What follows belongs to an exercise in optimizing a design on an open flow for small area, a short achievable clock period and few clock cycles per item; a production flow would make more cautious choices. At most, simulation tests tie the RTL to the original design; equivalence was not proved. Power figures rest on the tool's default switching activity, not on a simulated workload.

## fxc_conv
module fxc_conv (
    input  wire        clk,
    input  wire        rst,         
    input  wire        in_valid,
    output wire        in_ready,
    input  wire [31:0] in_cmd,
    input  wire [63:0] in_opnd,
    output reg         out_valid,
    output reg  [63:0] out_data,
    output reg  [1:0]  out_cause,   
    output reg  [2:0]  out_rd
);
For scale: ~170 I/O pins, roughly 19000 um^2 of cells after synthesis.
export LEC_CHECK = 0
export CAP_MARGIN = 20
export CORE_MARGIN = 2
export CORE_UTILIZATION = 45
export SLEW_MARGIN = 20
export TNS_END_PERCENT = 10
create_clock -name core_clock -period 12.0 [get_ports {clk}]
standard.sh (not shown) runs the stock make flow with config.mk's settings and CLKGATE_MAP_FILE= SYNTH_SCRIPT=/design/flow/synth_recipe.tcl, a recipe that flattens the netlist after the stock synthesis.
==> flow/flow/run.sh <==
#!/bin/bash
# The standard layout (standard.sh) with: timing repair aimed below the
# clock period; resizing free of footprint matching; small port buffers
# (repair sizes up the ones on critical paths); ABC's buffers removed before
# placement (repair_design buffers again where needed); CTS without dummy
# loads, clkbuf_16 at the root and branch points and clkbuf_8 at the leaves,
# each leaf driving up to 16 registers.
# Each tool's output stays in orfs/logs; make's own output in flow_make.log.
set -euo pipefail
bash standard.sh SETUP_SLACK_MARGIN=8.5 MATCH_CELL_FOOTPRINT=0 REMOVE_ABC_BUFFERS=1 \
  "BUFFER_PORTS_ARGS=-buffer_cell sky130_fd_sc_hd__buf_1" \
  "CTS_ARGS=-sink_clustering_enable -sink_clustering_size 16 -sink_clustering_max_diameter 80 -repair_clock_nets -dont_use_dummy_load -root_buf sky130_fd_sc_hd__clkbuf_16 -tree_buf sky130_fd_sc_hd__clkbuf_16 -buf_list sky130_fd_sc_hd__clkbuf_8" \
  finish > flow_make.log 2>&1
The starting point passed the timing, DRC and antenna checks.
Testbench counts at the start, summed over its fixed seeds: cycles 24,024, items 24,000.
Rerun with:
--- a/flow/flow/run.sh
+++ b/flow/flow/run.sh
@@ -9,3 +9,3 @@
 set -euo pipefail
-bash standard.sh SETUP_SLACK_MARGIN=8.5 MATCH_CELL_FOOTPRINT=0 REMOVE_ABC_BUFFERS=1 \
+bash standard.sh SETUP_SLACK_MARGIN=8.6 MATCH_CELL_FOOTPRINT=0 REMOVE_ABC_BUFFERS=1 \
   "BUFFER_PORTS_ARGS=-buffer_cell sky130_fd_sc_hd__buf_1" \
After rerunning: Combinational power hardly moves. Power hardly moves. Core utilization is about the same. Worst setup slack gains 0.035 ns. Count of clock-buffer cells in the layout does not change.
Rerun with:
- TNS_END_PERCENT: 10 -> not set
Setup slack gains 0.013 ns.
Total power stays flat.
Design area climbs slightly.
Core utilization went up by 0.46 points.
Sequential share of layout area drops by 0.22 points.
Global-route usage is about the same.
Wire length hardly moves.
Synthesized area stays the same.
Die area is unchanged.
First-iteration DRC count goes down by a few percent.
Rerun with:
==> flow/flow/run.sh (replaced) <==
#!/bin/bash
# The standard layout (standard.sh) with: timing repair aimed below the
# clock period; resizing free of footprint matching; small port buffers
# (repair sizes up the ones on critical paths); ABC's buffers removed before
# placement (repair_design buffers again where needed); CTS without dummy
# loads, clkbuf_16 at the root and branch points and clkbuf_8 at the leaves.
# Each tool's output stays in orfs/logs; make's own output in flow_make.log.
set -euo pipefail
bash standard.sh SETUP_SLACK_MARGIN=8.6 MATCH_CELL_FOOTPRINT=0 REMOVE_ABC_BUFFERS=1 \
  "BUFFER_PORTS_ARGS=-buffer_cell sky130_fd_sc_hd__buf_1" \
  "CTS_ARGS=-sink_clustering_enable -repair_clock_nets -dont_use_dummy_load -root_buf sky130_fd_sc_hd__clkbuf_16 -tree_buf sky130_fd_sc_hd__clkbuf_16 -buf_list sky130_fd_sc_hd__clkbuf_8" \
  finish > flow_make.log 2>&1
Result: Design area increases by 1.5%. Die area stays the same. Clock-buffer cell count increases by 28.
Rerun with:
--- a/flow/flow/run.sh
+++ b/flow/flow/run.sh
@@ -8,3 +8,3 @@
 set -euo pipefail
-bash standard.sh SETUP_SLACK_MARGIN=8.6 MATCH_CELL_FOOTPRINT=0 REMOVE_ABC_BUFFERS=1 \
+bash standard.sh SETUP_SLACK_MARGIN=8.7 MATCH_CELL_FOOTPRINT=0 REMOVE_ABC_BUFFERS=1 \
   "BUFFER_PORTS_ARGS=-buffer_cell sky130_fd_sc_hd__buf_1" \
Outcome:
- cell count barely changes
- die area does not change
- wire length is about the same
- cell area grows by 0.70%
- clock-buffer cell count stays the same
- power barely changes
- synthesized area is unchanged
- via count drops by 0.36%
- first-iteration DRC count goes up by 0.73%
Rerun with:
==> flow/flow/run.sh (replaced) <==
#!/bin/bash
# The standard layout (standard.sh) with: timing repair aimed below the
# clock period; resizing free of footprint matching; small port buffers
# (repair sizes up the ones on critical paths); ABC's buffers removed before
# placement (repair_design buffers again where needed); CTS without dummy
# loads, clkbuf_16 at the root and branch points and clkbuf_8 at the leaves,
# each leaf driving up to 16 registers.
# Each tool's output stays in orfs/logs; make's own output in flow_make.log.
set -euo pipefail
bash standard.sh SETUP_SLACK_MARGIN=8.6 MATCH_CELL_FOOTPRINT=0 REMOVE_ABC_BUFFERS=1 \
  "BUFFER_PORTS_ARGS=-buffer_cell sky130_fd_sc_hd__buf_1" \
  "CTS_ARGS=-sink_clustering_enable -sink_clustering_size 16 -sink_clustering_max_diameter 80 -repair_clock_nets -dont_use_dummy_load -root_buf sky130_fd_sc_hd__clkbuf_16 -tree_buf sky130_fd_sc_hd__clkbuf_16 -buf_list sky130_fd_sc_hd__clkbuf_8" \
  finish > flow_make.log 2>&1
- PLACE_DENSITY: not set -> 0.75
- TNS_END_PERCENT: not set -> 0
Result: The new run produced a clean layout. Worst setup slack is worse by 0.016 ns. Final area went down by 3.0%. Sequential power hardly moves. Via count hardly moves. Synthesized area is unchanged. Power went down by 12%. Hold slack is worse by 0.011 ns. Non-clock buffer count went down by 1. Maximum frequency went down by 0.48%. Clock-buffer cell count went down by 27. Routed wire length went down by 5.8%.

---

fxc_conv, a different RTL version from the one above (not shown whole).
For scale: about 170 I/O pins, ~18000 sq um of cells after synthesis.
// fxc_conv
module fxc_conv (
    input  wire        clk,
    input  wire        rst,         
    input  wire        in_valid,
    output wire        in_ready,
    input  wire [31:0] in_cmd,
    input  wire [63:0] in_opnd,
    output reg         out_valid,
    output reg  [63:0] out_data,
    output reg  [1:0]  out_cause,   
    output reg  [2:0]  out_rd
);
export LEC_CHECK = 0
export CAP_MARGIN = 20
export CORE_MARGIN = 2
export CORE_UTILIZATION = 60
export CTS_CLUSTER_DIAMETER = 100
export CTS_CLUSTER_SIZE = 30
export SLEW_MARGIN = 20
create_clock -name core_clock -period 12.0 [get_ports {clk}]
==> flow/flow/run.sh <==
#!/bin/bash
# Standard ORFS layout with timing repair aimed below the clock period,
# resizing free of footprint matching, and stronger port buffers.
set -euo pipefail
bash standard.sh SETUP_SLACK_MARGIN=8.6 MATCH_CELL_FOOTPRINT=0 \
  "BUFFER_PORTS_ARGS=-buffer_cell sky130_fd_sc_hd__buf_4" finish > flow_make.log 2>&1
Next try:
Settings changed: CORE_UTILIZATION 60 to 40, CTS_CLUSTER_DIAMETER 100 to not set, CTS_CLUSTER_SIZE 30 to not set.
Result: The new run produced a clean layout. Maximum frequency rises by 1.1%. Flip-flop and latch count is unchanged. Global-route usage decreases by 11 points. Area after synthesis does not change. Cell area rises by 5.3%. Setup slack gets better by 39 ps. Worst hold slack gets worse by 8.4 ps. Power grows by 21%. Non-clock buffer count rose by 9. Sequential power stays flat.
No functional check of the RTL was part of any run of this note.

---

RTL: one of the versions met above, not the one the previous note started from.
Size in the first run: roughly 2300 cells after synthesis, about 170 I/O pins, ~0.019 mm² of cells after synthesis.
export LEC_CHECK = 0
export CAP_MARGIN = 20
export CORE_MARGIN = 2
export CORE_UTILIZATION = 55
export SLEW_MARGIN = 20
create_clock -name core_clock -period 12.0 [get_ports {clk}]
==> flow/flow/run.sh <==
#!/bin/bash
# The standard layout (standard.sh) with: timing repair aimed below the
# clock period; resizing free of footprint matching; small port buffers
# (repair sizes up the ones on critical paths); ABC's buffers removed before
# placement (repair_design buffers again where needed); CTS without dummy
# loads, clkbuf_16 at the root and branch points and clkbuf_8 at the leaves,
# each leaf driving up to 16 registers.
# Each tool's output stays in orfs/logs; make's own output in flow_make.log.
set -euo pipefail
bash standard.sh SETUP_SLACK_MARGIN=8.6 MATCH_CELL_FOOTPRINT=0 REMOVE_ABC_BUFFERS=1 \
  "BUFFER_PORTS_ARGS=-buffer_cell sky130_fd_sc_hd__buf_1" \
  "CTS_ARGS=-sink_clustering_enable -sink_clustering_size 16 -sink_clustering_max_diameter 80 -repair_clock_nets -dont_use_dummy_load -root_buf sky130_fd_sc_hd__clkbuf_16 -tree_buf sky130_fd_sc_hd__clkbuf_16 -buf_list sky130_fd_sc_hd__clkbuf_8" \
  finish > flow_make.log 2>&1
The starting point completed with no timing, DRC or antenna violations.
Testbench counts at the start, summed over its fixed seeds: cycles 24,024, items 24,000.
Then changed:
==> flow/flow/run.sh (replaced) <==
#!/bin/bash
# The standard layout (standard.sh) with timing repair aimed below the
# clock period, resizing free of footprint matching, and small port buffers
# (repair sizes up the ones on critical paths). Each tool's output stays in
# orfs/logs; make's own output is in flow_make.log.
set -euo pipefail
bash standard.sh SETUP_SLACK_MARGIN=8.6 MATCH_CELL_FOOTPRINT=0 \
  "BUFFER_PORTS_ARGS=-buffer_cell sky130_fd_sc_hd__buf_1" finish > flow_make.log 2>&1
Settings changed: CORE_UTILIZATION 55 to 45, CTS_BUF_LIST set to sky130_fd_sc_hd__clkbuf_8.
After rerunning:
- synthesized cell count is unchanged
- total power increases by 30%
- die area climbs by 22%
- cell count rose by 6.0%
- cell area came out higher by 5.2%
- combinational power hardly moves
- register-to-register slack gains 0.06 ns
Then changed:
==> flow/flow/run.sh (replaced) <==
#!/bin/bash
# The standard layout (standard.sh) with: timing repair aimed below the
# clock period; resizing free of footprint matching; small port buffers
# (repair sizes up the ones on critical paths); ABC's buffers removed before
# placement (repair_design buffers again where needed); CTS without dummy
# loads, clkbuf_16 at the root and branch points and clkbuf_8 at the leaves,
# each leaf driving up to 16 registers.
# Each tool's output stays in orfs/logs; make's own output in flow_make.log.
set -euo pipefail
bash standard.sh SETUP_SLACK_MARGIN=8.6 MATCH_CELL_FOOTPRINT=0 REMOVE_ABC_BUFFERS=1 \
  "BUFFER_PORTS_ARGS=-buffer_cell sky130_fd_sc_hd__buf_1" \
  "CTS_ARGS=-sink_clustering_enable -sink_clustering_size 16 -sink_clustering_max_diameter 80 -repair_clock_nets -dont_use_dummy_load -root_buf sky130_fd_sc_hd__clkbuf_16 -tree_buf sky130_fd_sc_hd__clkbuf_16 -buf_list sky130_fd_sc_hd__clkbuf_8" \
  finish > flow_make.log 2>&1
Settings changed: CTS_BUF_LIST sky130_fd_sc_hd__clkbuf_8 to not set, TNS_END_PERCENT set to 0.
After rerunning:
- clock-buffer cell count goes down by 38
- setup slack improves by 0.089 ns
- design area goes down by 5.3%
- total power goes down by 23%
- via count goes down by 1.5%
- core utilization goes down by 2.7 points
- global-route usage goes down by 1.1 points
- routed wire length goes down by 3.1%
Then changed:
==> flow/flow/run.sh (replaced) <==
#!/bin/bash
# The standard layout (standard.sh) with: timing repair aimed below the
# clock period; resizing free of footprint matching; small port buffers
# (repair sizes up the ones on critical paths); ABC's buffers removed before
# placement (repair_design buffers again where needed); CTS without dummy
# loads. Each tool's output stays in orfs/logs; make's output in flow_make.log.
set -euo pipefail
bash standard.sh SETUP_SLACK_MARGIN=8.6 MATCH_CELL_FOOTPRINT=0 REMOVE_ABC_BUFFERS=1 \
  "BUFFER_PORTS_ARGS=-buffer_cell sky130_fd_sc_hd__buf_1" \
  "CTS_ARGS=-sink_clustering_enable -repair_clock_nets -dont_use_dummy_load -buf_list sky130_fd_sc_hd__clkbuf_8" \
  finish > flow_make.log 2>&1
Settings changed: TNS_END_PERCENT 0 to not set.
The new run passed the timing, DRC and antenna checks.
Worst setup slack is worse by 0.074 ns.
Flip-flop and latch count stays the same.
Non-clock buffer count is higher by 1.
Critical path depth is unchanged.
Cell count went up by 1.0%.

re-timing with driven ports:
The flow's constraints put no driver on any port. The routed layouts listed below were extracted and timed again, unchanged, in two steps. Step 1 sets driving cells, clkbuf_16 on the clock port and buf_2 on the other inputs (assumed; they add their load-dependent delay and slew). Step 2 times the ports against the registers' clock, not the clock port: input delays grow and output delays shrink by t, the midpoint of the rising clock arrivals with the driver on. Three values: ideal, step 1, step 2; two values: the first two.
run | shift t [ns] | slack for setup (ns) | worst register clock-pin slew, ns
the first run of note 1 | 0.570 | 8.569 / 8.518 / 8.133 | 0.10 / 0.10
the second run of note 1 | 0.572 | 8.604 / 8.553 / 8.141 | 0.11 / 0.11
the third run of note 1 | 0.574 | 8.617 / 8.566 / 8.156 | 0.11 / 0.11
the fourth run of note 1 | 0.574 | 8.619 / 8.566 / 8.160 | 0.06 / 0.06
the fifth run of note 1 | 0.573 | 8.619 / 8.566 / 8.249 | 0.06 / 0.06
the sixth run of note 1 | 0.564 | 8.603 / 8.558 / 8.067 | 0.10 / 0.10
the first run of note 2 | 0.559 | 8.484 / 8.484 / 8.240 | 0.12 / 0.12
the second run of note 2 | 0.619 | 8.523 / 8.478 / 8.159 | 0.07 / 0.07
the first run of note 3 | 0.564 | 8.625 / 8.570 / 8.187 | 0.11 / 0.11
the second run of note 3 | 0.682 | 8.515 / 8.468 / 8.141 | 0.07 / 0.07
the third run of note 3 | 0.572 | 8.605 / 8.553 / 8.141 | 0.11 / 0.11
the fourth run of note 3 | 0.647 | 8.531 / 8.481 / 8.170 | 0.06 / 0.06
After both steps every run listed still meets setup and hold. The setup slack of the sixth run of note 1, which loses most, moves by -0.045 ns with the drivers and by -0.536 ns with both steps.
